This is an optimization exercise on Yosys and OpenROAD, whose aim is a short achievable clock period and few clock cycles per item, not a production implementation.
The RTL was checked by simulation tests, not by an equivalence proof against the original design.
Power is estimated from default activity; no workload was simulated.

===== standard.sh =====
#!/bin/bash
# synth_recipe.tcl (not shown) runs the flow's synth.tcl, then flattens the netlist and writes it again
# the make line also repeats each setting of config.mk as NAME=value (left out here)
make -C /OpenROAD-flow-scripts/flow DESIGN_CONFIG=/design/flow/config.mk WORK_HOME=/design/flow/orfs CLKGATE_MAP_FILE= SYNTH_SCRIPT=/design/flow/synth_recipe.tcl "${@:-finish}"

===== config.mk =====
export PLATFORM = sky130hd
export DESIGN_NAME = mrct_decoder
export DESIGN_NICKNAME = mrct_decoder
export VERILOG_FILES = /design/flow/design.v
export SDC_FILE = /design/flow/constraint.sdc
export NUM_CORES = 4
export LEC_CHECK = 0
export CAP_MARGIN = 20
export CORE_MARGIN = 2
export CORE_UTILIZATION = 40
export SLEW_MARGIN = 20

===== flow/run.sh =====
#!/bin/bash
set -euo pipefail
MARGIN=${MARGIN:-8.0}
bash standard.sh synth > synth.log 2>&1
bash standard.sh SETUP_SLACK_MARGIN=$MARGIN finish > layout.log 2>&1

===== constraint.sdc =====
create_clock -name core_clock -period 11.0 [get_ports {clk}]
set_input_delay 2.2000 -clock core_clock [delete_from_list [all_inputs] [get_ports {clk}]]
set_output_delay 2.2000 -clock core_clock [all_outputs]
set_load 0.01 [all_outputs]

===== design.v =====
module mrct_decoder (
    input  wire        clk,
    input  wire        rst,
    input  wire        start,
    input  wire        kind,         
    input  wire [11:0] width,
    input  wire [11:0] height,
    input  wire [23:0] src_len,
    input  wire [23:0] dst_cap,
    output wire        src_re,
    output wire [23:0] src_addr,
    input  wire [7:0]  src_rdata,
    output wire        dst_re,
    output wire [23:0] dst_raddr,
    input  wire [7:0]  dst_rdata,
    output wire        dst_we,
    output wire [23:0] dst_waddr,
    output wire [7:0]  dst_wdata,
    output wire        busy,
    output reg         done,
    output reg         error,
    output reg  [3:0]  err_code,
    output reg  [23:0] src_pos,
    output reg  [23:0] dst_pos,
    output reg  [23:0] err_pos
);
    localparam [3:0] ERR_TRUNCATED   = 4'd1,
                     ERR_SRC_SHORT   = 4'd2,
                     ERR_PIXEL_OOB   = 4'd3,
                     ERR_SHIFT_PARAM = 4'd4,
                     ERR_CONFIG      = 4'd5;
    localparam P_IDLE  = 0,
               P_CFG0  = 1,
               P_MUL   = 2,
               P_CHK   = 3,
               P_FETCH = 4,
               P_W1    = 5,
               P_W2    = 6,
               P_C1    = 7,
               P_E1    = 8,
               P_E2    = 9,
               P_E3    = 10,
               P_E4    = 11,
               P_C2    = 12,
               P_RDY   = 13,
               P_END   = 14;
    localparam NPS = 15;
    localparam [1:0] SEL_SRC = 2'd0,    
                     SEL_MEM = 2'd1,    
                     SEL_F1  = 2'd2,    
                     SEL_F2  = 2'd3;    
    function [7:0] tc_code(input [4:0] i);
        case (i)
            5'd0:  tc_code = 8'hF0;  5'd1:  tc_code = 8'hE0;  5'd2:  tc_code = 8'hD0;  5'd3:  tc_code = 8'hC0;
            5'd4:  tc_code = 8'hB0;  5'd5:  tc_code = 8'hA0;  5'd6:  tc_code = 8'h31;  5'd7:  tc_code = 8'h21;
            5'd8:  tc_code = 8'h11;  5'd9:  tc_code = 8'h01;  5'd10: tc_code = 8'hF1;  5'd11: tc_code = 8'hE1;
            5'd12: tc_code = 8'hD1;  5'd13: tc_code = 8'h32;  5'd14: tc_code = 8'h22;  5'd15: tc_code = 8'h12;
            5'd16: tc_code = 8'h02;  5'd17: tc_code = 8'hF2;  5'd18: tc_code = 8'hE2;  5'd19: tc_code = 8'hD2;
            5'd20: tc_code = 8'h33;  5'd21: tc_code = 8'h23;  5'd22: tc_code = 8'h13;  5'd23: tc_code = 8'h03;
            5'd24: tc_code = 8'hF3;  5'd25: tc_code = 8'hE3;  5'd26: tc_code = 8'hD3;  5'd27: tc_code = 8'h24;
            5'd28: tc_code = 8'h14;  5'd29: tc_code = 8'h04;  5'd30: tc_code = 8'hF4;  default: tc_code = 8'hE4;
        endcase
    endfunction
    function [7:0] pal_code(input [3:0] i);
        case (i)
            4'd0:  pal_code = 8'hF0;  4'd1:  pal_code = 8'hE0;  4'd2:  pal_code = 8'hD0;  4'd3:  pal_code = 8'hC0;
            4'd4:  pal_code = 8'h31;  4'd5:  pal_code = 8'h21;  4'd6:  pal_code = 8'h11;  4'd7:  pal_code = 8'h01;
            4'd8:  pal_code = 8'hF1;  4'd9:  pal_code = 8'hE1;  4'd10: pal_code = 8'hD1;  4'd11: pal_code = 8'h22;
            4'd12: pal_code = 8'h12;  4'd13: pal_code = 8'h02;  4'd14: pal_code = 8'hF2;  default: pal_code = 8'hE2;
        endcase
    endfunction
    function [6:0] rowcol(input p, input [4:0] idx);
        reg [7:0] c;
        begin
            c = p ? pal_code(idx[3:0]) : tc_code(idx);
            rowcol = {c[2:0], c[7:4]};
        end
    endfunction
    reg  [NPS-1:0] ps;
    reg            busy_r;
    reg            idle_r;          
    assign busy = busy_r;
    reg         pal;
    reg  [23:0] jdc;
    reg  [11:0] mul_m;          
    reg  [13:0] tw1;            
    reg  [15:0] tw3;            
    reg  [2:0]  mcnt;
    reg         wz;             
    reg         src_re_r;
    reg  [23:0] src_addr_r;
    reg  [23:0] np_r;
    reg  [23:0] dpos;           
    reg  [23:0] sleft;          
    reg         sl_nz;          
    reg  [25:0] rem_p;          
    reg         rem_zero;
    reg  [7:0]  cmd_r;
    reg  [7:0]  e0_r, e1_r;
    reg         have_ext;
    reg  [17:0] c_nb;           
    reg         c_lit;
    reg         c_esc;          
    reg  [4:0]  c_row;          
    reg  [5:0]  c_dcol;         
    reg  [16:0] c_dist;         
    reg  [25:0] rem_nx;         
    reg  [23:0] dpos_nx;        
    reg         c_final;        
    reg  [23:0] d_rptr;         
    reg  [1:0]  d_mode;
    reg         e_oob, e_short, e_shift;
    reg         be_has, be_lit, be_fin;
    reg  [1:0]  be_mode;
    reg  [17:0] be_cnt;
    reg         i_valid, i_end;       
    reg  [1:0]  i_sel;
    reg         r_valid, r_end;       
    reg  [1:0]  r_sel;
    reg         dst_re_r;
    reg  [23:0] dst_raddr_r;
    reg  [23:0] rp;             
    reg         dst_we_r;
    reg  [23:0] dst_waddr_r;
    reg  [23:0] wptr;           
    reg  [7:0]  wdata;          
    reg  [7:0]  h1, h2;         
    reg         w_end;
    assign src_re    = src_re_r;
    assign src_addr  = src_addr_r;
    assign dst_re    = dst_re_r;
    assign dst_raddr = dst_raddr_r;
    assign dst_we    = dst_we_r;
    assign dst_waddr = dst_waddr_r;
    assign dst_wdata = wdata;
    wire [23:0] npos        = np_r;
    wire        be_fetch_ok = !(be_has && be_lit);              
    wire        k_lit  = !cmd_r[7];
    wire [2:0]  k_mask = pal ? 3'd7 : 3'd3;
    wire        k_esc  = c_esc;
    wire [7:0]  k_n    = k_lit ? ({1'b0, cmd_r[6:0]} + 8'd1)
                               : (pal ? ({5'd0, cmd_r[2:0]} + 8'd3) : ({6'd0, cmd_r[1:0]} + 8'd1));
    wire [9:0]  k_nb   = pal ? {2'b00, k_n} : ({2'b00, k_n} + {1'b0, k_n, 1'b0});
    wire [9:0]  k_dk   = k_lit ? (pal ? 10'd128 : 10'd384) : (pal ? 10'd10 : 10'd12);    
    wire [7:0]  a_cmd  = src_rdata;
    wire        a_esc  = a_cmd[7] ? ((a_cmd[2:0] & k_mask) == k_mask) : (a_cmd[6:0] == 7'h7F);
    wire [6:0]  a_rc   = rowcol(pal, pal ? {1'b0, a_cmd[6:3]} : a_cmd[6:2]);
    wire [5:0]  a_col  = {{2{a_rc[3]}}, a_rc[3:0]};
    wire [5:0]  a_dcol = pal ? a_col : (a_col + {a_col[4:0], 1'b0});
    wire [4:0]  a_row  = 5'd1 << a_rc[6:4];
    wire [15:0] k_rw = ({16{c_row[1]}} & {2'd0, tw1}) |
                       ({16{c_row[2]}} & {1'd0, tw1, 1'b0}) |
                       ({16{c_row[3]}} & tw3) |
                       ({16{c_row[4]}} & {tw1, 2'b00});
    wire [24:0] t_src   = {1'b0, dpos} - {{8{c_dist[16]}}, c_dist};
    wire [26:0] t_rem   = {1'b0, rem_p} - {9'd0, c_nb};
    wire        d_le0   = c_dist[16] || (c_dist == 17'd0);
    wire        d_is1   = (c_dist == 17'd1);
    wire        d_is2   = (c_dist == 17'd2);
    wire        c_err      = e_oob || e_short || e_shift;
    wire        take       = ps[P_RDY] && !c_err && !be_has;
    wire        issue_now  = be_has || take;
    wire        issue_lit  = be_has ? be_lit  : c_lit;
    wire [1:0]  issue_mode = be_has ? be_mode : d_mode;
    wire [23:0] rd_now     = be_has ? rp : d_rptr;      
    wire        issue_fin  = be_has ? (be_fin && (be_cnt == 18'd1)) : (take && c_final && (c_nb == 18'd1));
    wire        f_go     = ps[P_FETCH] && be_fetch_ok;
    wire        rd_fetch = f_go && !rem_zero && sl_nz;
    wire        c1_ext   = ps[P_C1] && k_esc && !have_ext;
    wire        rd_ext0  = c1_ext && sl_nz;
    wire        rd_ext1  = ps[P_E1] && sl_nz;
    wire        src_rd   = rd_fetch || rd_ext0 || rd_ext1 || (issue_now && issue_lit);
    wire        cfg_bad   = wz || (rem_p[25:24] != 2'b00) || ({2'b00, jdc} < rem_p);
    wire        cfg_trunc = pal ? !sl_nz : (sleft < 24'd3);
    wire        accept    = ps[P_IDLE] && start && idle_r;
    wire [15:0] mul_digit = (mul_m[11:10] == 2'd3) ? tw3 :
                            (mul_m[11:10] == 2'd2) ? {1'b0, tw1, 1'b0} :
                            (mul_m[11:10] == 2'd1) ? {2'b00, tw1} : 16'd0;
    wire        mul_last  = (mcnt == 3'd5);
    wire [7:0]  w_new = (r_sel == SEL_SRC) ? src_rdata :
                        (r_sel == SEL_MEM) ? dst_rdata :
                        (r_sel == SEL_F1)  ? h1 : h2;
    wire [NPS-1:0] ps_nx;
    assign ps_nx[P_IDLE]  = (ps[P_IDLE] && !accept) || (ps[P_END] && !be_has) || (f_go && rem_zero);
    assign ps_nx[P_CFG0]  = accept;
    assign ps_nx[P_MUL]   = ps[P_CFG0] || (ps[P_MUL] && !mul_last);
    assign ps_nx[P_CHK]   = ps[P_MUL] && mul_last;
    assign ps_nx[P_FETCH] = (ps[P_FETCH] && !be_fetch_ok) || take;
    assign ps_nx[P_W1]    = rd_fetch;
    assign ps_nx[P_W2]    = ps[P_W1];
    assign ps_nx[P_C1]    = ps[P_W2] || ps[P_E4];
    assign ps_nx[P_E1]    = rd_ext0;
    assign ps_nx[P_E2]    = rd_ext1;
    assign ps_nx[P_E3]    = ps[P_E2];
    assign ps_nx[P_E4]    = ps[P_E3];
    assign ps_nx[P_C2]    = (ps[P_C1] && !(k_esc && !have_ext)) || (ps[P_CHK] && !cfg_bad && !cfg_trunc);
    assign ps_nx[P_RDY]   = ps[P_C2] || (ps[P_RDY] && !c_err && be_has);
    assign ps_nx[P_END]   = (ps[P_CHK] && (cfg_bad || cfg_trunc)) ||
                            (f_go && !rem_zero && !sl_nz) ||
                            (c1_ext && !sl_nz) || (ps[P_E1] && !sl_nz) ||
                            (ps[P_RDY] && c_err) || (ps[P_END] && be_has);
    always @(posedge clk) begin
        src_addr_r <= np_r;
        np_r       <= ps[P_CFG0] ? 24'd0 : np_r + {23'd0, src_rd};
        if (idle_r) begin
            pal   <= kind;
            jdc   <= dst_cap;
            mul_m <= height;
            tw1   <= {2'b00, width};
            sleft <= src_len;
        end else if (src_rd) begin
            sleft <= sleft - 24'd1;
            sl_nz <= (sleft != 24'd1);
        end
        if (ps[P_W2]) begin
            cmd_r  <= src_rdata;
            c_esc  <= a_esc;
            c_row  <= a_row;
            c_dcol <= a_dcol;
        end
        if (ps[P_E2]) e0_r  <= src_rdata;
        if (ps[P_E3]) e1_r  <= src_rdata;
        if (ps[P_CFG0]) begin
            tw1   <= pal ? tw1 : (tw1 + {tw1[12:0], 1'b0});
            tw3   <= pal ? ({2'b00, tw1} + {1'b0, tw1, 1'b0}) : ({2'b00, tw1} + {tw1[12:0], 3'b000});
            wz    <= (tw1 == 14'd0) || (mul_m == 12'd0);
            sl_nz <= (sleft != 24'd0);
            rem_p <= 26'd0;
            mcnt  <= 3'd0;
        end
        if (ps[P_MUL]) begin
            rem_p <= {rem_p[23:0], 2'b00} + {10'd0, mul_digit};
            mul_m <= {mul_m[9:0], 2'b00};
            mcnt  <= mcnt + 3'd1;
        end
        if (ps[P_CHK]) begin
            c_lit <= 1'b1;
            c_nb  <= pal ? 18'd1 : 18'd3;
        end
        if (ps[P_FETCH]) have_ext <= 1'b0;
        if (ps[P_E4]) begin
            have_ext <= 1'b1;
            c_nb     <= pal ? {2'b00, e1_r, e0_r} : ({2'b00, e1_r, e0_r} + {1'b0, e1_r, e0_r, 1'b0});
        end
        if (ps[P_C1]) begin
            c_lit  <= k_lit;
            c_nb   <= k_esc ? (c_nb + {8'd0, k_dk}) : {8'd0, k_nb};
            c_dist <= {1'b0, k_rw} - {{11{c_dcol[5]}}, c_dcol};
        end
        if (ps[P_C2]) begin
            d_rptr  <= t_src[23:0];
            d_mode  <= c_lit ? SEL_SRC : d_is1 ? SEL_F1 : d_is2 ? SEL_F2 : SEL_MEM;
            e_oob   <= t_rem[26];
            rem_nx  <= t_rem[25:0];
            dpos_nx <= dpos + {6'd0, c_nb};
            c_final <= ({8'd0, c_nb} == rem_p);
            e_short <= c_lit && ({6'd0, c_nb} > sleft);
            e_shift <= !c_lit && (d_le0 || t_src[24]);
        end
        if (be_has) begin
            be_cnt <= be_cnt - 18'd1;
        end else if (take) begin
            be_cnt  <= c_nb - 18'd1;
            be_lit  <= c_lit;
            be_fin  <= c_final;
            be_mode <= d_mode;
        end
        if (take) begin
            rem_p    <= rem_nx;
            rem_zero <= c_final;
        end
        dst_raddr_r <= rd_now;
        rp          <= rd_now + 24'd1;
        i_sel       <= issue_mode;
        r_sel       <= i_sel;
        wdata <= w_new;
        if (r_valid) begin
            h1 <= w_new;
            h2 <= h1;
        end
        dst_waddr_r <= wptr;
        wptr        <= ps[P_CFG0] ? 24'd0 : wptr + {23'd0, r_valid};
        if (rst) begin
            ps       <= {{(NPS-1){1'b0}}, 1'b1};
            busy_r   <= 1'b0;
            idle_r   <= 1'b1;
            done     <= 1'b0;
            error    <= 1'b0;
            err_code <= 4'd0;
            src_pos  <= 24'd0;
            dst_pos  <= 24'd0;
            err_pos  <= 24'd0;
            be_has   <= 1'b0;
            i_valid  <= 1'b0;
            i_end    <= 1'b0;
            r_valid  <= 1'b0;
            r_end    <= 1'b0;
            src_re_r <= 1'b0;
            dst_re_r <= 1'b0;
            dst_we_r <= 1'b0;
            w_end    <= 1'b0;
        end else begin
            ps <= ps_nx;
            if (!idle_r) dst_pos <= dpos;
            if (ps[P_CFG0]) dpos <= 24'd0;
            if (ps[P_CHK]) begin
                src_pos <= 24'd0;
                err_pos <= 24'd0;
                if (cfg_bad)        err_code <= ERR_CONFIG;
                else if (cfg_trunc) err_code <= ERR_TRUNCATED;
            end
            if (f_go) begin
                src_pos <= npos;
                err_pos <= rem_zero ? 24'd0 : npos;
                if (!rem_zero && !sl_nz) err_code <= ERR_TRUNCATED;
            end
            if ((c1_ext || ps[P_E1]) && !sl_nz) err_code <= ERR_TRUNCATED;
            if (ps[P_RDY] && c_err)
                err_code <= e_oob ? ERR_PIXEL_OOB : e_short ? ERR_SRC_SHORT : ERR_SHIFT_PARAM;
            if (take) dpos <= dpos_nx;
            if (be_has)    be_has <= (be_cnt != 18'd1);
            else if (take) be_has <= (c_nb != 18'd1);
            i_valid  <= issue_now;
            i_end    <= (ps[P_END] && !be_has) || issue_fin;
            src_re_r <= src_rd;
            dst_re_r <= issue_now && !issue_lit && (issue_mode == SEL_MEM);
            r_valid  <= i_valid;
            r_end    <= i_end;
            dst_we_r <= r_valid;
            w_end    <= r_end;
            if (accept) begin
                busy_r   <= 1'b1;
                idle_r   <= 1'b0;
                done     <= 1'b0;
                error    <= 1'b0;
                err_code <= 4'd0;
            end
            if (w_end) begin
                busy_r <= 1'b0;
                idle_r <= 1'b1;
                done   <= (err_code == 4'd0);
                error  <= (err_code != 4'd0);
            end
        end
    end
endmodule

==> run summary, run 1 <==
- Slew margin rel.: 34.17%
- Req. time, crit path: 11.35 ns
- Final period util: 35.47%
- Top-count cell post-synth: edfxtp_1
- Fin nets: 3800
- DRT antenna net count: 0
- CP startpoint kind: input port
- Post-synth EDFFs: 333
- Syn_area_per_cell: 10.23 um^2
- Row cnt: 103
- Sequential share of power: 43.7%
- Initial antenna violation count: 0
- Post-synth ARST share: 0%
- GPL Wtd Cong: 0.8672
- Total Routing Usage GR: 21.46%
- Post-DP HPWL: 62.09 mm
- Hold_buf cts: 0
- Final max-slew violation count: 0
- Min-Delay Path Depth: 0
- Placed Area: 0.03535 mm^2
- Number of global-route vias before repair: 23533
- Root buffer cell: clkbuf_16
- Clk sinks: 596
- Initial Utilization: 40.25%
- Setup WS pre-CTS: 5.371 ns
- # DRC: 0
- Share of post-route cells with drive strength above 1: 21.79%
- Vias per inst: 5.407
- CTS clk-pin slew, worst paths: 0.06 ns
- Synth Flop Type: edfxtp_1
- Drt first pass iters: 6
- Status: finished clean
- First-pass GRT wire length: 136.8 mm
- Crit Path Class: input port to flop
- Total CTS buffers: 68
- Internal power: 0.004222 W
- Area Overhead vs Synth: 26.61%
- Sw Share: 27.44%
- Syn_nets: 3417
- Largest net degree at the start of global routing: 83
- ANT cells: 0
- Register area share after synthesis: 48.17%
- Inst Count DP: 4311
- Clk latency of the worst-skew pair: 0.61 ns
- Setup violations, final: 0
- Most area-hungry cell type in the Yosys netlist: edfxtp_1
- Worst IR Drop VDD: 0.1212 mV
- Final hold violations: 0
- Core footprint: 0.07874 mm^2
- Via count: 24779
- Setup TNS Final: 0 ns
- Power Density: 145.0 mW/mm^2
- Maximum clock rate: 0.2563 GHz
- Max cap viols: 0
- Port bufs: 253
- Die X: 285.5 um
- Mapped Area: 0.03169 mm^2
- Leak pwr: 16.02 nW
- Top post-synthesis cells by count: edfxtp_1 (333), nor2_1 (264), dfxtp_1 (263), nand2_1 (221), ha_1 (216)
- Yosys cell types: 84
- Worst Setup End Kind: flop
- Yosys warning count: 1
- Worst Clk Skew: 0.02011 ns
- Synthesized flop and latch total: 596
- Arrival time worst endpoint: 4.25 ns
- Logic pwr share: 18.3%
- Synth area leaders: edfxtp_1 (32%), dfxtp_1 (17%), ha_1 (8.5%)
- Worst Slack Setup Final: 7.098 ns
- DIE AREA: 0.08149 mm^2
- Htree depth: 3
- Finished Layout Cells: 4583
- Deepest clock path buffer count: 3
- Final wirelength: 90.62 mm
- Die H: 285.5 um
- CP max FO: 3
- Reg2Reg Depth: 10
- CTS tree: yes
- I/O Pins: 254
- Grt total ovfl: 0
- RSZ-0062 raised after global routing: yes
- Initial drt markers: 1875
- Worst slew pin tran: 0.9861 ns
- Net Sw Power: 0.001596 W
- Design area: 0.04012 mm^2
- Clock share of power: 38.0%
- Hold Path Class: flop to flop
- Avg WL per Cell: 19.77 um
- Synth Instances: 3098
- Share of the synthesized area in the top cell type: 31.55%
- Min Tclk post-route: 3.902 ns
cells by family (layout without fill, tap and decap cells):
logic type / after synthesis / in the layout / share of synthesized area, %
compound gates: 682 / 684 / 13.98
fa+ha+maj: 227 / 227 / 9.223
mux: 88 / 88 / 3.190
buf+inv: 296 / 728 / 3.541
xor+xnor: 251 / 251 / 6.937
flops: 596 / 596 / 48.17
simple gates: 958 / 959 / 14.96
registers in the layout, summed over array words and instances, names as in the netlist, 12 cells and up:
name	count
c_dist	17
dst_pos	24
np_r	24
tw3	16
dpos_nx	24
c_nb	18
wptr	24
d_rptr	24
dst_waddr_r	24
ps	15
tw1	14
rem_p	26
src_addr_r	24
dst_raddr_r	24
rem_nx	26
err_pos	24
src_pos	24
be_cnt	18
mul_m	12
dpos	24
sleft	24
jdc	24
rp	24
layout make-up:
class	instances	area, um^2
fill	7057	38620
multi-input combinational	2209	16410
sequential	596	15440
timing repair buffer	418	4090
clock buffer	88	1858
tap	1050	1314
inverter	188	721.9
clock inverter	34	286.5
metrics by stage:
step,util [%],hold slack (ns),total power [W]
finish,50.95,0.3556,0.005818
global route,50.95,0.3763,0.006065
CTS,49.49,0.3608,0.005764
detailed placement,44.89,0.3481,0.003423
global placement,44.89,0.3484,0.003416
floorplan,-,0.3096,0.003165
worst max-delay path, stage by stage:
cell and delay [ns]:
buf_8 0.10, mux2_4 0.29, inv_4 0.08, ha_4 0.20, mux2i_1 0.13, nor2_1 0.06
a21oi_1 0.15, a211oi_2 0.09, a21oi_2 0.14, buf_4 0.14, buf_4 0.10, fa_2 0.42
nor2_1 0.11, nor2_1 0.05
cells in the final DEF (no fill, tap or decap), types with 126 or more instances in the layout:
master | synthesis | layout
a21oi_1 | 167 | 149
buf_4 | 2 | 132
buf_6 | 0 | 148
dfxtp_1 | 263 | 132
dfxtp_2 | 0 | 126
edfxtp_1 | 333 | 333
ha_1 | 216 | 200
inv_1 | 186 | 178
nand2_1 | 221 | 216
nor2_1 | 264 | 262
o21ai_0 | 161 | 129
xnor2_1 | 169 | 160
layer usage:
layer  vias up  part of all wire [%]  GRT usage [%]
met5         -                     0              0
met4         0                   3.4          7.330
met3       158                   4.6          2.990
met2       633                    49          37.08
met1     11974                    42          27.55
li1      12014                     -              -
timing repair:
item,CTS,global route
gates cloned,7,2
setup buffers,84,57
pin swaps,49,86
setup endpoints to repair,331,242
resized for setup,1079,143
power by group through the flow:
stage / combinational, W / sequential, W / clock (W)
4_1_cts: 0.000958 / 0.00254 / 0.00227
6_report: 0.00107 / 0.00254 / 0.00221
3_3_place_gp: 0.000827 / 0.00259 / 0
2_1_floorplan: 0.000621 / 0.00254 / 0
3_5_place_dp: 0.000834 / 0.00259 / 0
5_1_grt: 0.00117 / 0.00255 / 0.00235
worst paths after layout:
| check | startpoint | endpoint | slack (ns) |
|---|---|---|---|
| setup / recovery | src_rdata[2] | c_dcol[2] | 7.10 |
| hold / removal | wptr[0] | dst_waddr_r[0] | 0.36 |
| setup reg to reg | tw1[1] | c_dist[15] | 7.66 |
| hold reg to reg | wptr[0] | dst_waddr_r[0] | 0.36 |
Testbench counts, summed over its fixed seeds: cycles 384,941, bytes 374,011.
==> run 2: changes to the inputs <==
--- a/config.mk
+++ b/config.mk
@@ -9,3 +9,3 @@
 export CORE_MARGIN = 2
-export CORE_UTILIZATION = 40
+export CORE_UTILIZATION = 55
 export SLEW_MARGIN = 20
==> run 2 against run 1 <==
  * Still clean
  * Die area decreased by 27%
  * Worst hold slack got worse by 0.017 ns
  * Final cell count decreased by 5.3%
  * Utilization increased by 20 points
  * Clock-buffer cell count increased by 15
  * Sequential power about the same
  * First-iteration DRC count increased by 8.5%
  * Largest power group unchanged
==> run summary, run 2 <==
- Status: finished clean
- Synth Flop Type: edfxtp_1
- Yosys cell types: 84
- Root buffer cell: clkbuf_16
- Logic pwr share: 18.7%
- Setup TNS Final: 0 ns
- Arrival time worst endpoint: 4.27 ns
- Deepest clock path buffer count: 3
- ANT cells: 0
- Top-count cell post-synth: edfxtp_1
- Register area share after synthesis: 48.17%
- CTS tree: yes
- Avg WL per Cell: 20.64 um
- CP max stage cell: fa_2
- Post-DP HPWL: 60.50 mm
- Hold_buf cts: 0
- Total Routing Usage GR: 29.09%
- Final hold violations: 0
- Area Overhead vs Synth: 27.09%
- Met2 Track Usage GR: 50.22%
- Syn_nets: 3417
- Yosys warning count: 1
- Worst Setup End Kind: flop
- Final wirelength: 89.54 mm
- Internal power: 0.004327 W
- Hold Path Class: flop to flop
- Reg-to-Reg Start: tw1[1]
- Vias per inst: 5.939
- Most area-hungry cell type in the Yosys netlist: edfxtp_1
- Die H: 244.0 um
- Hold endpoint: r_sel[1]
- Crit Path Class: input port to flop
- Mapped Area: 0.03169 mm^2
- Largest net degree at the start of global routing: 83
- Worst reg2reg path endpoint: c_dist[13]
- Reg2Reg Depth: 10
- Worst Slack Setup Final: 7.072 ns
- Crit-path cells: buf_12 > mux2_4 > inv_4 > ha_4 > a311oi_1 > a211oi_2 > a21oi_2 > buf_4 > buf_6 > fa_2 > nor2_2 > nor2_1
- I/O Pins: 254
- Req. time, crit path: 11.34 ns
- Htree depth: 3
- Slew margin rel.: 29.77%
- Core footprint: 0.05671 mm^2
- Worst slew pin tran: 1.045 ns
- Via count: 25765
- Initial Utilization: 55.88%
- GPL Wtd Cong: 0.9285
- Synth Instances: 3098
- Final max-slew violation count: 0
- Synth area leaders: edfxtp_1 (32%), dfxtp_1 (17%), ha_1 (8.5%)
- RSZ-0062 raised after global routing: yes
- Clock share of power: 38.5%
- Worst Clk Skew: 0.02172 ns
- Worst IR Drop VDD: 0.1308 mV
- GRT met3 Usage: 3.655%
- Crit-path max cell delay: 0.43 ns
- GR Util met1: 36.48%
- Post-synth ARST share: 0%
- First-pass GRT wire length: 137.4 mm
- Number of global-route vias before repair: 25009
- Net Sw Power: 0.001592 W
- Clk sinks: 596
- Top flop regs: rem_nx x26, rem_p x26
- Die X: 244.0 um
- CP startpoint kind: input port
- Fin nets: 3848
- Top Usage Layer GRT: met2
- Syn_area_per_cell: 10.23 um^2
- Power Density: 147.0 mW/mm^2
- Worst reg-to-reg setup slack: 7.62 ns
- Total CTS buffers: 67
- Most frequent cells in the layout: edfxtp_1 (333), nor2_1 (260), nand2_1 (212)
- Final period util: 35.71%
- DRT antenna net count: 0
- CTS clk-pin slew, worst paths: 0.06 ns
- Setup WS pre-CTS: 5.279 ns
- Clk latency of the worst-skew pair: 0.61 ns
- Initial antenna violation count: 0
- Sequential share of power: 42.8%
- Post-synth EDFFs: 333
- Synthesized flop and latch total: 596
- Min Tclk post-route: 3.928 ns
- Row cnt: 87
- Maximum clock rate: 0.2546 GHz
- Drt first pass iters: 6
- Min-Delay Path Depth: 0
- CP max FO: 4
- DIE AREA: 0.05956 mm^2
- Top post-synthesis cells by count: edfxtp_1 (333), nor2_1 (264), dfxtp_1 (263), nand2_1 (221), ha_1 (216)
- Share of post-route cells with drive strength above 1: 24.01%
- Share of the synthesized area in the top cell type: 31.55%
- Initial drt markers: 2035
- Max cap viols: 0
- Grt total ovfl: 0
- Most common cell after layout, fill and taps aside: edfxtp_1
- # DRC: 0
- Port bufs: 253
- Setup violations, final: 0
- Sw Share: 26.90%
- Leak pwr: 16.28 nW
- Hold path start: i_sel[1]
## run 2: area by class of cell
cell class | count | area [um^2]
Sequential cell | 596 | 15450
Clock buffer | 103 | 2076
Multi-Input combinational cell | 2209 | 16460
Tap cell | 756 | 945.9
Clock inverter | 19 | 186.4
Inverter | 188 | 720.7
Fill cell | 4165 | 16440
Timing Repair Buffer | 467 | 4442
## run 2: kinds of logic (layout without fill, tap and decap cells)
logic type | count (synthesis) | after routing | share of synthesized area, %
mux | 88 | 88 | 3.190
simple gates | 958 | 959 | 14.96
buf+inv | 296 | 777 | 3.541
xor+xnor | 251 | 251 | 6.937
flops | 596 | 596 | 48.17
fa+ha+maj | 227 | 227 | 9.223
compound gates | 682 | 684 | 13.98
## run 2: worst max path at each step
stage | start | to | slack (ns) | cells past startpoint
2_1_floorplan | src_rdata[3] | c_dcol[2] | 6.56 | 13
5_1_grt | src_rdata[3] | c_dcol[2] | 7.02 | 13
3_3_place_gp | src_rdata[4] | c_dcol[3] | 5.40 | 14
4_1_cts | src_rdata[3] | c_dcol[2] | 7.10 | 13
6_report | src_rdata[3] | c_dcol[2] | 7.07 | 12
3_5_place_dp | src_rdata[4] | c_dcol[2] | 5.28 | 13
## run 2: power groups by stage
| stage | registers (W) | clock network [W] | logic (W) |
|---|---|---|---|
| global placement | 0.00259 | 0 | 0.000799 |
| finish | 0.00253 | 0.00228 | 0.00111 |
| CTS | 0.00253 | 0.00231 | 0.000964 |
| floorplan | 0.00254 | 0 | 0.000621 |
| global route | 0.00254 | 0.00240 | 0.00120 |
| detailed placement | 0.00259 | 0 | 0.000828 |
## run 2: metrics by stage
step | instance area (um^2) | util, % | cells | total power [W] | hold slack [ns]
floorplan | 31910 | - | 3098 | 0.003165 | 0.3096
global placement | 34950 | 61.63 | 4014 | 0.003385 | 0.3183
detailed placement | 34970 | 61.67 | 4016 | 0.003416 | 0.3199
CTS | 38770 | 68.36 | 4248 | 0.005800 | 0.3400
global route | 40280 | 71.02 | 4338 | 0.006139 | 0.3436
finish | 40280 | 71.02 | 4338 | 0.005919 | 0.3389
## run 2: critical path: cells and delay by family
kind	cells	cell delay [ns]
adder cells (fa/ha/maj)	2	0.63
AO/OA/AOI/OAI	3	0.58
buffers and inverters	4	0.42
multiplexers	1	0.29
AND/OR/NAND/NOR	2	0.15
## run 2: what timing repair did
item / CTS / global route
gates resized for setup: 1036 / 207
pin swaps: 52 / 96
gates cloned: 9 / 0
buffers inserted: 101 / 90
endpoints found under the setup margin: 338 / 267
## run 2: metal layers
| metal | vias to the layer above | wire length [um] |
|---|---|---|
| li1 | 12083 | - |
| met1 | 12483 | 36300 |
| met2 | 975 | 44340 |
| met3 | 224 | 5084 |
| met4 | 0 | 3812 |
| met5 | - | 0 |
==> run 3: changes to the inputs <==
--- a/design.v
+++ b/design.v
@@ -51,29 +51,55 @@
                      SEL_F2  = 2'd3;    
-    function [7:0] tc_code(input [4:0] i);
-        case (i)
-            5'd0:  tc_code = 8'hF0;  5'd1:  tc_code = 8'hE0;  5'd2:  tc_code = 8'hD0;  5'd3:  tc_code = 8'hC0;
-            5'd4:  tc_code = 8'hB0;  5'd5:  tc_code = 8'hA0;  5'd6:  tc_code = 8'h31;  5'd7:  tc_code = 8'h21;
-            5'd8:  tc_code = 8'h11;  5'd9:  tc_code = 8'h01;  5'd10: tc_code = 8'hF1;  5'd11: tc_code = 8'hE1;
-            5'd12: tc_code = 8'hD1;  5'd13: tc_code = 8'h32;  5'd14: tc_code = 8'h22;  5'd15: tc_code = 8'h12;
-            5'd16: tc_code = 8'h02;  5'd17: tc_code = 8'hF2;  5'd18: tc_code = 8'hE2;  5'd19: tc_code = 8'hD2;
-            5'd20: tc_code = 8'h33;  5'd21: tc_code = 8'h23;  5'd22: tc_code = 8'h13;  5'd23: tc_code = 8'h03;
-            5'd24: tc_code = 8'hF3;  5'd25: tc_code = 8'hE3;  5'd26: tc_code = 8'hD3;  5'd27: tc_code = 8'h24;
-            5'd28: tc_code = 8'h14;  5'd29: tc_code = 8'h04;  5'd30: tc_code = 8'hF4;  default: tc_code = 8'hE4;
+    function [8:0] rcd(input [5:0] ki);
+        case (ki)
+            6'd0: rcd = {3'd0, -6'sd3};
+            6'd1: rcd = {3'd0, -6'sd6};
+            6'd2: rcd = {3'd0, -6'sd9};
+            6'd3: rcd = {3'd0, -6'sd12};
+            6'd4: rcd = {3'd0, -6'sd15};
+            6'd5: rcd = {3'd0, -6'sd18};
+            6'd6: rcd = {3'd1, 6'sd9};
+            6'd7: rcd = {3'd1, 6'sd6};
+            6'd8: rcd = {3'd1, 6'sd3};
+            6'd9: rcd = {3'd1, 6'sd0};
+            6'd10: rcd = {3'd1, -6'sd3};
+            6'd11: rcd = {3'd1, -6'sd6};
+            6'd12: rcd = {3'd1, -6'sd9};
+            6'd13: rcd = {3'd2, 6'sd9};
+            6'd14: rcd = {3'd2, 6'sd6};
+            6'd15: rcd = {3'd2, 6'sd3};
+            6'd16: rcd = {3'd2, 6'sd0};
+            6'd17: rcd = {3'd2, -6'sd3};
+            6'd18: rcd = {3'd2, -6'sd6};
+            6'd19: rcd = {3'd2, -6'sd9};
+            6'd20: rcd = {3'd3, 6'sd9};
+            6'd21: rcd = {3'd3, 6'sd6};
+            6'd22: rcd = {3'd3, 6'sd3};
+            6'd23: rcd = {3'd3, 6'sd0};
+            6'd24: rcd = {3'd3, -6'sd3};
+            6'd25: rcd = {3'd3, -6'sd6};
+            6'd26: rcd = {3'd3, -6'sd9};
+            6'd27: rcd = {3'd4, 6'sd6};
+            6'd28: rcd = {3'd4, 6'sd3};
+            6'd29: rcd = {3'd4, 6'sd0};
+            6'd30: rcd = {3'd4, -6'sd3};
+            6'd31: rcd = {3'd4, -6'sd6};
+            6'd32: rcd = {3'd0, -6'sd1};
+            6'd33: rcd = {3'd0, -6'sd2};
+            6'd34: rcd = {3'd0, -6'sd3};
+            6'd35: rcd = {3'd0, -6'sd4};
+            6'd36: rcd = {3'd1, 6'sd3};
+            6'd37: rcd = {3'd1, 6'sd2};
+            6'd38: rcd = {3'd1, 6'sd1};
+            6'd39: rcd = {3'd1, 6'sd0};
+            6'd40: rcd = {3'd1, -6'sd1};
+            6'd41: rcd = {3'd1, -6'sd2};
+            6'd42: rcd = {3'd1, -6'sd3};
+            6'd43: rcd = {3'd2, 6'sd2};
+            6'd44: rcd = {3'd2, 6'sd1};
+            6'd45: rcd = {3'd2, 6'sd0};
+            6'd46: rcd = {3'd2, -6'sd1};
+            6'd47: rcd = {3'd2, -6'sd2};
+            default: rcd = 9'd0;
         endcase
     endfunction
-    function [7:0] pal_code(input [3:0] i);
-        case (i)
-            4'd0:  pal_code = 8'hF0;  4'd1:  pal_code = 8'hE0;  4'd2:  pal_code = 8'hD0;  4'd3:  pal_code = 8'hC0;
-            4'd4:  pal_code = 8'h31;  4'd5:  pal_code = 8'h21;  4'd6:  pal_code = 8'h11;  4'd7:  pal_code = 8'h01;
-            4'd8:  pal_code = 8'hF1;  4'd9:  pal_code = 8'hE1;  4'd10: pal_code = 8'hD1;  4'd11: pal_code = 8'h22;
-            4'd12: pal_code = 8'h12;  4'd13: pal_code = 8'h02;  4'd14: pal_code = 8'hF2;  default: pal_code = 8'hE2;
-        endcase
-    endfunction
-    function [6:0] rowcol(input p, input [4:0] idx);
-        reg [7:0] c;
-        begin
-            c = p ? pal_code(idx[3:0]) : tc_code(idx);
-            rowcol = {c[2:0], c[7:4]};
-        end
-    endfunction
     reg  [NPS-1:0] ps;
@@ -99,9 +125,7 @@
     reg  [7:0]  e0_r, e1_r;
-    reg         have_ext;
     reg  [17:0] c_nb;           
     reg         c_lit;
-    reg         c_esc;          
-    reg  [4:0]  c_row;          
+    reg  [15:0] c_rw;           
+    reg  [24:0] c_u;            
     reg  [5:0]  c_dcol;         
-    reg  [16:0] c_dist;         
     reg  [25:0] rem_nx;         
@@ -139,3 +163,7 @@
     wire [2:0]  k_mask = pal ? 3'd7 : 3'd3;
-    wire        k_esc  = c_esc;
+    wire        k_esc  = k_lit ? (cmd_r == 8'h7F) : ((cmd_r[2:0] & k_mask) == k_mask);
+    wire [4:0]  k_idx  = pal ? {1'b0, cmd_r[6:3]} : cmd_r[6:2];
+    wire [8:0]  k_rc   = rcd({pal, k_idx});
+    wire [2:0]  k_row  = k_rc[8:6];
+    wire [5:0]  k_dcol = k_rc[5:0];
     wire [7:0]  k_n    = k_lit ? ({1'b0, cmd_r[6:0]} + 8'd1)
@@ -144,17 +172,19 @@
     wire [9:0]  k_dk   = k_lit ? (pal ? 10'd128 : 10'd384) : (pal ? 10'd10 : 10'd12);    
-    wire [7:0]  a_cmd  = src_rdata;
-    wire        a_esc  = a_cmd[7] ? ((a_cmd[2:0] & k_mask) == k_mask) : (a_cmd[6:0] == 7'h7F);
-    wire [6:0]  a_rc   = rowcol(pal, pal ? {1'b0, a_cmd[6:3]} : a_cmd[6:2]);
-    wire [5:0]  a_col  = {{2{a_rc[3]}}, a_rc[3:0]};
-    wire [5:0]  a_dcol = pal ? a_col : (a_col + {a_col[4:0], 1'b0});
-    wire [4:0]  a_row  = 5'd1 << a_rc[6:4];
-    wire [15:0] k_rw = ({16{c_row[1]}} & {2'd0, tw1}) |
-                       ({16{c_row[2]}} & {1'd0, tw1, 1'b0}) |
-                       ({16{c_row[3]}} & tw3) |
-                       ({16{c_row[4]}} & {tw1, 2'b00});
-    wire [24:0] t_src   = {1'b0, dpos} - {{8{c_dist[16]}}, c_dist};
+    reg  [15:0] k_rw;
+    always @(*) begin
+        case (k_row)
+            3'd1:    k_rw = {2'd0, tw1};
+            3'd2:    k_rw = {1'd0, tw1, 1'b0};
+            3'd3:    k_rw = tw3;
+            3'd4:    k_rw = {tw1, 2'b00};
+            default: k_rw = 16'd0;
+        endcase
+    end
+    wire [24:0] t_src   = c_u - {9'd0, c_rw};
     wire [26:0] t_rem   = {1'b0, rem_p} - {9'd0, c_nb};
-    wire        d_le0   = c_dist[16] || (c_dist == 17'd0);
-    wire        d_is1   = (c_dist == 17'd1);
-    wire        d_is2   = (c_dist == 17'd2);
+    wire        c_small = (c_rw[15:5] == 11'd0);
+    wire [6:0]  c_ds    = {2'b00, c_rw[4:0]} - {c_dcol[5], c_dcol};
+    wire        d_le0   = c_small && (c_ds[6] || (c_ds == 7'd0));
+    wire        d_is1   = c_small && (c_ds == 7'd1);
+    wire        d_is2   = c_small && (c_ds == 7'd2);
     wire        c_err      = e_oob || e_short || e_shift;
@@ -168,3 +198,3 @@
     wire        rd_fetch = f_go && !rem_zero && sl_nz;
-    wire        c1_ext   = ps[P_C1] && k_esc && !have_ext;
+    wire        c1_ext   = ps[P_C1] && k_esc;
     wire        rd_ext0  = c1_ext && sl_nz;
@@ -190,3 +220,3 @@
     assign ps_nx[P_W2]    = ps[P_W1];
-    assign ps_nx[P_C1]    = ps[P_W2] || ps[P_E4];
+    assign ps_nx[P_C1]    = ps[P_W2];
     assign ps_nx[P_E1]    = rd_ext0;
@@ -195,3 +225,3 @@
     assign ps_nx[P_E4]    = ps[P_E3];
-    assign ps_nx[P_C2]    = (ps[P_C1] && !(k_esc && !have_ext)) || (ps[P_CHK] && !cfg_bad && !cfg_trunc);
+    assign ps_nx[P_C2]    = (ps[P_C1] && !k_esc) || ps[P_E4] || (ps[P_CHK] && !cfg_bad && !cfg_trunc);
     assign ps_nx[P_RDY]   = ps[P_C2] || (ps[P_RDY] && !c_err && be_has);
@@ -214,8 +244,3 @@
         end
-        if (ps[P_W2]) begin
-            cmd_r  <= src_rdata;
-            c_esc  <= a_esc;
-            c_row  <= a_row;
-            c_dcol <= a_dcol;
-        end
+        if (ps[P_W2]) cmd_r <= src_rdata;
         if (ps[P_E2]) e0_r  <= src_rdata;
@@ -239,6 +264,4 @@
         end
-        if (ps[P_FETCH]) have_ext <= 1'b0;
         if (ps[P_E4]) begin
-            have_ext <= 1'b1;
-            c_nb     <= pal ? {2'b00, e1_r, e0_r} : ({2'b00, e1_r, e0_r} + {1'b0, e1_r, e0_r, 1'b0});
+            c_nb     <= (pal ? {2'b00, e1_r, e0_r} : ({2'b00, e1_r, e0_r} + {1'b0, e1_r, e0_r, 1'b0})) + {8'd0, k_dk};
         end
@@ -246,4 +269,6 @@
             c_lit  <= k_lit;
-            c_nb   <= k_esc ? (c_nb + {8'd0, k_dk}) : {8'd0, k_nb};
-            c_dist <= {1'b0, k_rw} - {{11{c_dcol[5]}}, c_dcol};
+            c_nb   <= {8'd0, k_nb};
+            c_rw   <= k_rw;
+            c_u    <= {1'b0, dpos} + {{19{k_dcol[5]}}, k_dcol};
+            c_dcol <= k_dcol;
         end
--- a/config.mk
+++ b/config.mk
@@ -9,3 +9,3 @@
 export CORE_MARGIN = 2
-export CORE_UTILIZATION = 55
+export CORE_UTILIZATION = 40
 export SLEW_MARGIN = 20
==> run 3 against run 2 <==
  * Still clean
  * Register-to-register slack lost 0.42 ns
  * Total power grew 1.9%
  * First-iteration DRC count shrank 0.44%
  * Critical path depth grew 8
  * Wire length grew 1.9%
  * Synthesized cell count grew 1.0%
  * Clock skew grew 0.047 ns
  * Synthesized area grew 1.7%
  * Utilization shrank 19 points
  * Critical path type is now flop to flop
  * Highest routed layer is now met5
==> run summary, run 3 <==
- Die H: 287.8 um
- Worst Clk Skew: 0.06921 ns
- RSZ-0062 raised after global routing: yes
- Leak pwr: 16.55 nW
- First-pass GRT wire length: 137.4 mm
- Synth area leaders: edfxtp_1 (32%), dfxtp_1 (17%), ha_1 (8.7%)
- Largest net degree at the start of global routing: 65
- Setup TNS Final: 0 ns
- Share of the synthesized area in the top cell type: 32.06%
- Top post-synthesis cells by count: edfxtp_1 (344), nor2_1 (276), dfxtp_1 (270), nand2_1 (255), ha_1 (223)
- Crit-path max cell delay: 0.40 ns
- Max cap viols: 0
- Drt first pass iters: 5
- Syn_area_per_cell: 10.29 um^2
- Util after Layout: 51.78%
- I/O Pins: 254
- Design area: 0.04151 mm^2
- Deepest clock path buffer count: 3
- Yosys cell types: 85
- Top flop regs: rem_nx x26, rem_p x26, c_u x25
- Number of global-route vias before repair: 23755
- Synth Instances: 3130
- Grt total ovfl: 0
- Core footprint: 0.08016 mm^2
- # DRC: 0
- Initial Utilization: 40.20%
- Fin nets: 3891
- Total CTS buffers: 70
- Maximum clock rate: 0.2634 GHz
- Yosys warning count: 1
- Post-DP HPWL: 62.95 mm
- CP max FO: 7
- Via count: 25020
- Arrival time worst endpoint: 4.15 ns
- Worst IR Drop VDD: 0.1073 mV
- DRT antenna net count: 0
- Clk sinks: 614
- Area Overhead vs Synth: 28.81%
- Final wirelength: 91.22 mm
- Setup violations, final: 0
- Req. time, crit path: 11.35 ns
- Syn_nets: 3456
- Power Density: 145.3 mW/mm^2
- Final period util: 34.51%
- CP max stage cell: edfxtp_1
- Synth Flop Type: edfxtp_1
- Port bufs: 253
- Cell mode on critical path: a21o_1
- CTS tree: yes
- Die X: 287.8 um
- Mapped Area: 0.03222 mm^2
- Slew margin rel.: 35.25%
- Min Tclk post-route: 3.796 ns
- Most frequent cells in the layout: edfxtp_1 (344), nor2_1 (258), nand2_1 (245)
- Clk latency of the worst-skew pair: 0.64 ns
- Most area-hungry cell type in the Yosys netlist: edfxtp_1
- Post-synth ARST share: 0%
- Most common cell after layout, fill and taps aside: edfxtp_1
- Top-count cell post-synth: edfxtp_1
- Final max-slew violation count: 0
- Hold Path Class: flop to flop
- Post-synth EDFFs: 344
- Avg WL per Cell: 19.48 um
- Initial drt markers: 2026
- Vias per inst: 5.343
- Final hold violations: 0
- DIE AREA: 0.08284 mm^2
- Placed Area: 0.03611 mm^2
- Row cnt: 104
- Worst reg-to-reg setup slack: 7.20 ns
- GPL Wtd Cong: 0.8662
- Crit Path Class: flop to flop
- Synthesized flop and latch total: 614
- Worst hold slack: 0.3314 ns
- Worst Setup End Kind: flop
- Root buffer cell: clkbuf_16
- CP startpoint kind: flop
- Crit-path cells: buf_6 > mux2_4 > inv_8 > ha_4 > o21bai_2 > nand2_1 > nand2_4 > a21oi_4 > buf_12 > buf_4 > ha_2 > a21o_1 > a21o_1 > a21oi_2 > o21ai_1 > a21o_1 > nor2b_2 > o21bai_2 > nand4b_1 > o211ai_1
- Total Routing Usage GR: 21.22%
- CTS clk-pin slew, worst paths: 0.06 ns
- Htree depth: 3
- Initial antenna violation count: 3
- Fill cell count: 7171
- Status: finished clean
- Worst slew pin tran: 0.9677 ns
- Register area share after synthesis: 48.83%
- Share of post-route cells with drive strength above 1: 25.29%
-- run 3: worst paths after layout --
path,start,end,depth (start not counted)
setup / recovery,pal,c_u[22],20
hold reg to reg,i_sel[1],r_sel[1],0
setup reg to reg,pal,c_u[22],20
hold / removal,i_sel[1],r_sel[1],0
-- run 3: layer usage --
layer / GRT usage [%] / up-vias / part of all wire (%)
li1: - / 12138 / -
met1: 28.62 / 12071 / 44
met2: 34.92 / 654 / 47
met3: 3.550 / 155 / 5.7
met4: 6.334 / 2 / 2.8
met5: 0 / - / 0.013
-- run 3: kinds of logic (layout without fill, tap and decap cells) --
family	after synthesis	in the layout	share of synthesized area, %
AOI/OAI and AO/OA	637	638	12.89
other	0	1	0
xor gates and xnor gates	264	264	7.176
buffers and inverters	295	786	3.460
DFF	614	614	48.83
and+or+nand+nor	988	988	14.83
muxes	98	98	3.468
adders and majority gates	234	234	9.343
-- run 3: stage by stage --
step | worst slack (ns) | instances | power, W
after global routing | 7.017 | 4683 | 0.006269
after global placement | 5.952 | 4355 | 0.003523
final | 7.204 | 4683 | 0.006031
after floorplan | 7.010 | 3130 | 0.003266
after CTS | 7.194 | 4620 | 0.005986
after detailed placement | 5.819 | 4355 | 0.003532
-- run 3: critical path, delay by kind of cell, from the launching register on --
family                   cells  cell delay, ns
AO/OA/AOI/OAI                9            1.37
adder cells (fa/ha/maj)      2            0.37
buffers and inverters        4            0.57
flip-flops                   1            0.40
multiplexers                 1            0.30
AND/OR/NAND/NOR              4            0.55
-- run 3: layout make-up --
cell class,instances,area (um^2),area share (%)
Multi-Input combinational cell,2222,16860,40.62
Sequential cell,614,15910,38.32
Timing Repair Buffer,467,4327,10.42
Clock buffer,99,2014,4.853
Tap cell,1060,1326,3.195
Inverter,189,742.0,1.788
Clock inverter,30,319.1,0.7687
Timing Repair inverter,1,8.758,0.02110
Antenna cell,1,2.502,0.006029
-- run 3: report_power, final --
| group | switching [W] | internal, W |
|---|---|---|
| combinational | 0.000574 | 0.000500 |
| sequential | 0.0000913 | 0.00252 |
| clock | 0.00102 | 0.00133 |
-- run 3: what timing repair did --
item,4_1_cts,5_1_grt
cloned,5,0
setup endpoints to repair,338,275
pin swaps,116,92
resized for setup,1074,164
buffers inserted,131,62
hold buffers,0,0
Testbench counts of run 3, summed over its fixed seeds: cycles 384,321, bytes 374,011.
==> run 4: changes to the inputs <==
--- a/design.v
+++ b/design.v
@@ -44,3 +44,3 @@
                P_C2    = 12,
-               P_RDY   = 13,
+               P_UPD   = 13,
                P_END   = 14;
@@ -115,6 +115,3 @@
     reg         wz;             
-    reg         src_re_r;
-    reg  [23:0] src_addr_r;
-    reg  [23:0] np_r;
-    reg  [23:0] dpos;           
+    reg  [23:0] pp;             
     reg  [23:0] sleft;          
@@ -123,2 +120,3 @@
     reg         rem_zero;
+    reg  [23:0] dpos;           
     reg  [7:0]  cmd_r;
@@ -130,11 +128,17 @@
     reg  [5:0]  c_dcol;         
-    reg  [25:0] rem_nx;         
-    reg  [23:0] dpos_nx;        
-    reg         c_final;        
-    reg  [23:0] d_rptr;         
-    reg  [1:0]  d_mode;
     reg         e_oob, e_short, e_shift;
-    reg         be_has, be_lit, be_fin;
+    reg  [25:0] nx_rem;
+    reg  [23:0] nx_dpos, nx_pp, nx_sleft;
+    reg         nx_slnz;
+    reg         h_valid;
+    reg         h_lit, h_final, h_one, h_two;
+    reg  [1:0]  h_mode;
+    reg  [17:0] h_nb;
+    reg  [23:0] h_rptr;         
+    reg  [23:0] h_lstart;       
+    reg         be_has, be_lit, be_fin, be_last;
     reg  [1:0]  be_mode;
-    reg  [17:0] be_cnt;
+    reg  [17:0] be_cnt;         
+    reg  [23:0] lp;             
+    reg  [23:0] rp;             
     reg         i_valid, i_end;       
@@ -143,5 +147,6 @@
     reg  [1:0]  r_sel;
+    reg         src_re_r;
+    reg  [23:0] src_addr_r;
     reg         dst_re_r;
     reg  [23:0] dst_raddr_r;
-    reg  [23:0] rp;             
     reg         dst_we_r;
@@ -159,4 +164,2 @@
     assign dst_wdata = wdata;
-    wire [23:0] npos        = np_r;
-    wire        be_fetch_ok = !(be_has && be_lit);              
     wire        k_lit  = !cmd_r[7];
@@ -182,4 +185,5 @@
     end
-    wire [24:0] t_src   = c_u - {9'd0, c_rw};
+    wire [24:0] t_src   = c_u - {9'd0, c_rw};                  
     wire [26:0] t_rem   = {1'b0, rem_p} - {9'd0, c_nb};
+    wire [24:0] t_sl    = {1'b0, sleft} - {7'd0, c_nb};
     wire        c_small = (c_rw[15:5] == 11'd0);
@@ -189,11 +193,5 @@
     wire        d_is2   = c_small && (c_ds == 7'd2);
-    wire        c_err      = e_oob || e_short || e_shift;
-    wire        take       = ps[P_RDY] && !c_err && !be_has;
-    wire        issue_now  = be_has || take;
-    wire        issue_lit  = be_has ? be_lit  : c_lit;
-    wire [1:0]  issue_mode = be_has ? be_mode : d_mode;
-    wire [23:0] rd_now     = be_has ? rp : d_rptr;      
-    wire        issue_fin  = be_has ? (be_fin && (be_cnt == 18'd1)) : (take && c_final && (c_nb == 18'd1));
-    wire        f_go     = ps[P_FETCH] && be_fetch_ok;
-    wire        rd_fetch = f_go && !rem_zero && sl_nz;
+    wire [23:0] sl_new  = c_lit ? t_sl[23:0] : sleft;
+    wire        u_err   = e_oob || e_short || e_shift;
+    wire        rd_fetch = ps[P_FETCH] && !rem_zero && sl_nz;
     wire        c1_ext   = ps[P_C1] && k_esc;
@@ -201,3 +199,19 @@
     wire        rd_ext1  = ps[P_E1] && sl_nz;
-    wire        src_rd   = rd_fetch || rd_ext0 || rd_ext1 || (issue_now && issue_lit);
+    wire        p_rd     = rd_fetch || rd_ext0 || rd_ext1;
+    wire [23:0] pp_p1    = pp + 24'd1;
+    wire [23:0] sleft_m1 = sleft - 24'd1;
+    wire        hv        = h_valid || (ps[P_UPD] && !u_err);     
+    wire        be_go     = be_has && !(be_lit && p_rd);            
+    wire        take_next = be_go && be_last && hv;                 
+    wire        take_now  = !be_has && hv && !(h_lit && p_rd);      
+    wire        take      = take_next || take_now;
+    wire        issue_now = be_go || take_now;
+    wire        issue_lit = be_go ? be_lit : h_lit;
+    wire [1:0]  issue_mode = be_go ? be_mode : h_mode;
+    wire [23:0] lit_addr  = be_go ? lp : h_lstart;
+    wire [23:0] cpy_addr  = be_go ? rp : h_rptr;
+    wire        issue_fin = be_go ? (be_fin && be_last) : (take_now && h_final && h_one);
+    wire [7:0]  w_new = (r_sel == SEL_SRC) ? src_rdata :
+                        (r_sel == SEL_MEM) ? dst_rdata :
+                        (r_sel == SEL_F1)  ? h1 : h2;
     wire        cfg_bad   = wz || (rem_p[25:24] != 2'b00) || ({2'b00, jdc} < rem_p);
@@ -209,7 +223,6 @@
     wire        mul_last  = (mcnt == 3'd5);
-    wire [7:0]  w_new = (r_sel == SEL_SRC) ? src_rdata :
-                        (r_sel == SEL_MEM) ? dst_rdata :
-                        (r_sel == SEL_F1)  ? h1 : h2;
+    wire        end_ok    = !be_has && !h_valid;
+    wire        c2_go = ps[P_C2] && !h_valid;
     wire [NPS-1:0] ps_nx;
-    assign ps_nx[P_IDLE]  = (ps[P_IDLE] && !accept) || (ps[P_END] && !be_has) || (f_go && rem_zero);
+    assign ps_nx[P_IDLE]  = (ps[P_IDLE] && !accept) || (ps[P_END] && end_ok) || (ps[P_FETCH] && rem_zero);
     assign ps_nx[P_CFG0]  = accept;
@@ -217,3 +230,3 @@
     assign ps_nx[P_CHK]   = ps[P_MUL] && mul_last;
-    assign ps_nx[P_FETCH] = (ps[P_FETCH] && !be_fetch_ok) || take;
+    assign ps_nx[P_FETCH] = ps[P_UPD] && !u_err;
     assign ps_nx[P_W1]    = rd_fetch;
@@ -225,11 +238,10 @@
     assign ps_nx[P_E4]    = ps[P_E3];
-    assign ps_nx[P_C2]    = (ps[P_C1] && !k_esc) || ps[P_E4] || (ps[P_CHK] && !cfg_bad && !cfg_trunc);
-    assign ps_nx[P_RDY]   = ps[P_C2] || (ps[P_RDY] && !c_err && be_has);
+    assign ps_nx[P_C2]    = (ps[P_C1] && !k_esc) || ps[P_E4] || (ps[P_CHK] && !cfg_bad && !cfg_trunc) ||
+                            (ps[P_C2] && h_valid);
+    assign ps_nx[P_UPD]   = c2_go;
     assign ps_nx[P_END]   = (ps[P_CHK] && (cfg_bad || cfg_trunc)) ||
-                            (f_go && !rem_zero && !sl_nz) ||
+                            (ps[P_FETCH] && !rem_zero && !sl_nz) ||
                             (c1_ext && !sl_nz) || (ps[P_E1] && !sl_nz) ||
-                            (ps[P_RDY] && c_err) || (ps[P_END] && be_has);
+                            (ps[P_UPD] && u_err) || (ps[P_END] && !end_ok);
     always @(posedge clk) begin
-        src_addr_r <= np_r;
-        np_r       <= ps[P_CFG0] ? 24'd0 : np_r + {23'd0, src_rd};
         if (idle_r) begin
@@ -240,6 +252,12 @@
             sleft <= src_len;
-        end else if (src_rd) begin
-            sleft <= sleft - 24'd1;
+        end else if (p_rd) begin
+            sleft <= sleft_m1;
             sl_nz <= (sleft != 24'd1);
+        end else if (ps[P_UPD]) begin
+            sleft <= nx_sleft;
+            sl_nz <= nx_slnz;
         end
+        if (ps[P_CFG0])      pp <= 24'd0;
+        else if (p_rd)       pp <= pp_p1;
+        else if (ps[P_UPD])  pp <= nx_pp;
         if (ps[P_W2]) cmd_r <= src_rdata;
@@ -264,5 +282,2 @@
         end
-        if (ps[P_E4]) begin
-            c_nb     <= (pal ? {2'b00, e1_r, e0_r} : ({2'b00, e1_r, e0_r} + {1'b0, e1_r, e0_r, 1'b0})) + {8'd0, k_dk};
-        end
         if (ps[P_C1]) begin
@@ -274,26 +289,50 @@
         end
-        if (ps[P_C2]) begin
-            d_rptr  <= t_src[23:0];
-            d_mode  <= c_lit ? SEL_SRC : d_is1 ? SEL_F1 : d_is2 ? SEL_F2 : SEL_MEM;
-            e_oob   <= t_rem[26];
-            rem_nx  <= t_rem[25:0];
-            dpos_nx <= dpos + {6'd0, c_nb};
-            c_final <= ({8'd0, c_nb} == rem_p);
-            e_short <= c_lit && ({6'd0, c_nb} > sleft);
-            e_shift <= !c_lit && (d_le0 || t_src[24]);
+        if (ps[P_E4])
+            c_nb <= (pal ? {2'b00, e1_r, e0_r} : ({2'b00, e1_r, e0_r} + {1'b0, e1_r, e0_r, 1'b0})) + {8'd0, k_dk};
+        if (c2_go) begin
+            e_oob    <= t_rem[26];
+            e_short  <= c_lit && t_sl[24];
+            e_shift  <= !c_lit && (d_le0 || t_src[24]);
+            nx_rem   <= t_rem[25:0];
+            nx_dpos  <= dpos + {6'd0, c_nb};
+            nx_pp    <= c_lit ? pp + {6'd0, c_nb} : pp;
+            nx_sleft <= sl_new;
+            nx_slnz  <= (sl_new != 24'd0);
+            h_lit    <= c_lit;
+            h_nb     <= c_nb;
+            h_one    <= (c_nb == 18'd1);
+            h_two    <= (c_nb == 18'd2);
+            h_final  <= ({8'd0, c_nb} == rem_p);
+            h_mode   <= c_lit ? SEL_SRC : d_is1 ? SEL_F1 : d_is2 ? SEL_F2 : SEL_MEM;
+            h_rptr   <= t_src[23:0];
+            h_lstart <= pp;
+        end
+        if (ps[P_UPD] && !u_err) begin
+            rem_p    <= nx_rem;
+            rem_zero <= h_final;
+            dpos     <= nx_dpos;
         end
-        if (be_has) begin
-            be_cnt <= be_cnt - 18'd1;
-        end else if (take) begin
-            be_cnt  <= c_nb - 18'd1;
-            be_lit  <= c_lit;
-            be_fin  <= c_final;
-            be_mode <= d_mode;
+        if (take_next) begin
+            be_cnt  <= h_nb;
+            be_last <= h_one;
+            lp      <= h_lstart;
+            rp      <= h_rptr;
+        end else if (take_now) begin
+            be_cnt  <= h_nb - 18'd1;
+            be_last <= h_two;
+            lp      <= h_lstart + 24'd1;
+            rp      <= h_rptr + 24'd1;
+        end else if (be_go) begin
+            be_cnt  <= be_cnt - 18'd1;
+            be_last <= (be_cnt == 18'd2);
+            lp      <= lp + 24'd1;
+            rp      <= rp + 24'd1;
         end
         if (take) begin
-            rem_p    <= rem_nx;
-            rem_zero <= c_final;
+            be_lit  <= h_lit;
+            be_mode <= h_mode;
+            be_fin  <= h_final;
         end
-        dst_raddr_r <= rd_now;
-        rp          <= rd_now + 24'd1;
+        src_addr_r  <= p_rd ? pp : lit_addr;
+        dst_raddr_r <= cpy_addr;
         i_sel       <= issue_mode;
@@ -317,2 +356,3 @@
             err_pos  <= 24'd0;
+            h_valid  <= 1'b0;
             be_has   <= 1'b0;
@@ -336,5 +376,5 @@
             end
-            if (f_go) begin
-                src_pos <= npos;
-                err_pos <= rem_zero ? 24'd0 : npos;
+            if (ps[P_FETCH]) begin
+                src_pos <= pp;
+                err_pos <= rem_zero ? 24'd0 : pp;
                 if (!rem_zero && !sl_nz) err_code <= ERR_TRUNCATED;
@@ -342,10 +382,11 @@
             if ((c1_ext || ps[P_E1]) && !sl_nz) err_code <= ERR_TRUNCATED;
-            if (ps[P_RDY] && c_err)
+            if (ps[P_UPD] && u_err)
                 err_code <= e_oob ? ERR_PIXEL_OOB : e_short ? ERR_SRC_SHORT : ERR_SHIFT_PARAM;
-            if (take) dpos <= dpos_nx;
-            if (be_has)    be_has <= (be_cnt != 18'd1);
-            else if (take) be_has <= (c_nb != 18'd1);
+            h_valid <= hv && !take;
+            if (take_next)     be_has <= 1'b1;
+            else if (take_now) be_has <= !h_one;
+            else if (be_go)    be_has <= !be_last;
             i_valid  <= issue_now;
-            i_end    <= (ps[P_END] && !be_has) || issue_fin;
-            src_re_r <= src_rd;
+            i_end    <= (ps[P_END] && end_ok) || issue_fin;
+            src_re_r <= p_rd || (issue_now && issue_lit);
             dst_re_r <= issue_now && !issue_lit && (issue_mode == SEL_MEM);
==> run 4 against run 3 <==
  * Critical path type unchanged
  * Worst hold slack better by 0.031 ns
  * Non-clock buffer count increased by 227
  * Still clean
  * Clock power increased by 27%
  * Highest routed layer is now met4
==> run summary, run 4 <==
- CP max FO: 6
- Post-Synth Adder-Cell Area: 7.734%
- Drt first pass iters: 6
- Final max-slew violation count: 0
- Syn_nets: 4642
- Power Density: 128.3 mW/mm^2
- Hold Path Class: flop to flop
- Top post-synthesis cells by count: nand2_1 (497), edfxtp_1 (472), nor2_1 (381), a21oi_1 (304), o21ai_0 (274)
- Htree depth: 3
- Crit Path Class: flop to flop
- Post-synth EDFFs: 472
- Crit-path cells: buf_12 > mux2i_4 > buf_6 > ha_4 > inv_2 > mux4_2 > mux2i_2 > a21oi_2 > ha_1 > nor2b_4 > o21ai_2 > a21boi_2 > o21bai_4 > o41ai_4 > a221oi_2 > o211ai_1 > or4_4 > nand2_4 > o211ai_1
- Slew margin rel.: 26.99%
- DRT antenna net count: 0
- Top-count cell post-synth: nand2_1
- Post-Synth Simple-Gate Area: 16.40%
- Top flop regs: nx_rem x26, rem_p x26, c_u x25
- Arrival time worst endpoint: 4.64 ns
- Total CTS buffers: 85
- Worst reg2reg path endpoint: c_u[24]
- Leak pwr: 22.17 nW
- Min-Delay Path Depth: 0
- Reg-to-Reg Start: pal
- Status: finished clean
- Hold_buf cts: 0
- Die X: 326.9 um
- Worst reg-to-reg setup slack: 6.74 ns
- Cell mode on critical path: o211ai_1
- Port bufs: 253
- Crit-path max cell delay: 0.46 ns
- CP startpoint: pal
- Hold path start: wptr[23]
- Final hold violations: 0
- Syn_area_per_cell: 9.699 um^2
- DIE AREA: 0.1069 mm^2
- Setup TNS Final: 0 ns
- Maximum clock rate: 0.2347 GHz
- Synth area leaders: edfxtp_1 (34%), dfxtp_1 (13%), ha_1 (7.1%)
- Worst slew pin tran: 1.095 ns
- Share of post-route cells with drive strength above 1: 28.39%
- Most common cell after layout, fill and taps aside: edfxtp_1
- Clk sinks: 735
- Total Routing Usage GR: 24.46%
- Most frequent cells in the layout: edfxtp_1 (472), nand2_1 (455), nor2_1 (347)
- Largest net degree at the start of global routing: 176
- Initial antenna violation count: 1
- Max cap viols: 0
- Synth Flop Type: edfxtp_1
- Worst Setup End Kind: flop
- Initial Utilization: 40.30%
- Grt total ovfl: 0
- Via count: 36486
- Share of the synthesized area in the top cell type: 33.99%
- Finished Layout Cells: 6340
- CTS clk-pin slew, worst paths: 0.06 ns
- Final wirelength: 142.0 mm
- CTS tree: yes
- Number of global-route vias before repair: 33648
- Worst IR Drop VDD: 0.1130 mV
- # DRC: 0
- Final period util: 38.74%
- Min Tclk post-route: 4.261 ns
- Largest family of logic cells by synthesized area: compound AO/OA/AOI/OAI gates
- Inst Count DP: 5775
- Most area-hungry cell type in the Yosys netlist: edfxtp_1
- Fill cell count: 8914
- I/O Pins: 254
- CP max stage cell: mux4_2
- CP startpoint kind: flop
- Multiplexer share of the synthesized area: 4.518%
- Post-synth ARST share: 0%
- Deepest clock path buffer count: 3
- Post-DP HPWL: 84.51 mm
- Core footprint: 0.1035 mm^2
- Die H: 326.9 um
- Xor/xnor share of the synthesized area: 4.536%
- RSZ-0062 raised after global routing: yes
- Mapped Area: 0.04170 mm^2
- Root buffer cell: clkbuf_16
- Req. time, crit path: 11.38 ns
- Fin nets: 5231
- Vias per inst: 5.755
- Reg2Reg Depth: 19
- Hold endpoint: dst_waddr_r[23]
- Avg WL per Cell: 22.40 um
- Synth Instances: 4300
- Initial drt markers: 3626
- Row cnt: 118
- Yosys cell types: 102
- Synthesized flop and latch total: 735
- First-pass GRT wire length: 204.0 mm
- Register area share after synthesis: 46.61%
- Setup violations, final: 0
- GPL Wtd Cong: 0.8799
- Area Overhead vs Synth: 34.33%
- Yosys warning count: 1
- Clk latency of the worst-skew pair: 0.67 ns
- Synth Area in Compound Gates: 16.61%
- Worst Clk Skew: 0.03143 ns
[run 4: cell count changes in the layout (fill, tap and decap cells not counted), moves of 33 or more]
cell | previous run | this run
edfxtp_1 | 344 | 472
nand2_1 | 245 | 455
buf_4 | 181 | 295
a21oi_1 | 114 | 243
nor3b_1 | 5 | 42
xnor2_1 | 162 | 122
nor2_1 | 258 | 347
o21ai_0 | 114 | 196
mux2i_1 | 60 | 102
a31oi_1 | 18 | 51
[run 4: logic make-up after synthesis]
group | Yosys count
XOR/XNOR | 216
buffers and inverters | 385
adder cells (fa/ha/maj) | 250
AO/OA/AOI/OAI | 1088
multiplexers | 171
flip-flops | 735
AND/OR/NAND/NOR | 1455
[run 4: layer usage]
layer	global-route usage, %	routed length, um
met5	0	0
met4	8.576	6236
met3	4.239	11600
met2	38.67	63990
met1	33.79	60170
[run 4: what timing repair did]
item,4_1_cts,5_1_grt
resized for setup,1256,422
hold endpoints to repair,0,0
pin swaps,183,220
gates cloned,27,19
buffers inserted,236,124
endpoints found under the setup margin,610,480
[run 4: final cells by class]
| class | instances | area, um^2 | area share (%) |
|---|---|---|---|
| antenna | 1 | 2.502 | 0.004467 |
| clock buffer | 115 | 2466 | 4.402 |
| clock inverter | 42 | 466.7 | 0.8330 |
| inverter | 187 | 743.2 | 1.327 |
| multi-input combinational | 3184 | 23710 | 42.32 |
| sequential | 735 | 19620 | 35.03 |
| tap | 1380 | 1727 | 3.082 |
| timing repair buffer | 694 | 7274 | 12.98 |
| timing repair inverter | 2 | 12.51 | 0.02233 |
[run 4: worst max-delay path, delay by kind of cell (launching register included)]
kind | cells | cell delay (ns)
mux | 3 | 0.95
flops | 1 | 0.39
simple gates | 3 | 0.69
fa+ha+maj | 2 | 0.46
compound gates | 8 | 1.16
buf+inv | 3 | 0.33
[run 4: how the worst max path moves through the flow]
stage,to,slack [ns],cells past startpoint
floorplan,c_u[24],6.62,21
global placement,c_u[23],5.29,18
detailed placement,c_u[23],5.29,16
CTS,c_u[24],6.80,18
global route,c_u[24],6.55,19
finish,c_u[24],6.74,19
[run 4: through the flow]
step                power, W  utilization (%)  hold slack, ns  setup WS [ns]  cell area (um^2)
floorplan           0.003774                -          0.3096          6.623             42140
CTS                 0.007117            51.15          0.3613          6.796             52940
global route        0.007448            54.13          0.3630          6.550             56020
global placement    0.004007            44.31          0.3562          5.285             45860
finish              0.007190            54.13          0.3625          6.739             56020
detailed placement  0.004019            44.31          0.3604          5.291             45860
[run 4: power by group]
part / total, W / switching [W] / internal (W)
sequential: 0.00312 / 0.0000997 / 0.00302
combinational: 0.00109 / 0.000579 / 0.000516
clock: 0.00298 / 0.00121 / 0.00177
Testbench counts of run 4, summed over its fixed seeds: cycles 378,159, bytes 374,011.

Setup slack of run 4, layout unchanged: 6.739 ns with ideal ports, 6.739 ns with driving cells assumed (clock clkbuf_16, inputs buf_2), 6.739 ns with port delays also shifted by the 0.728 ns mid clock arrival.
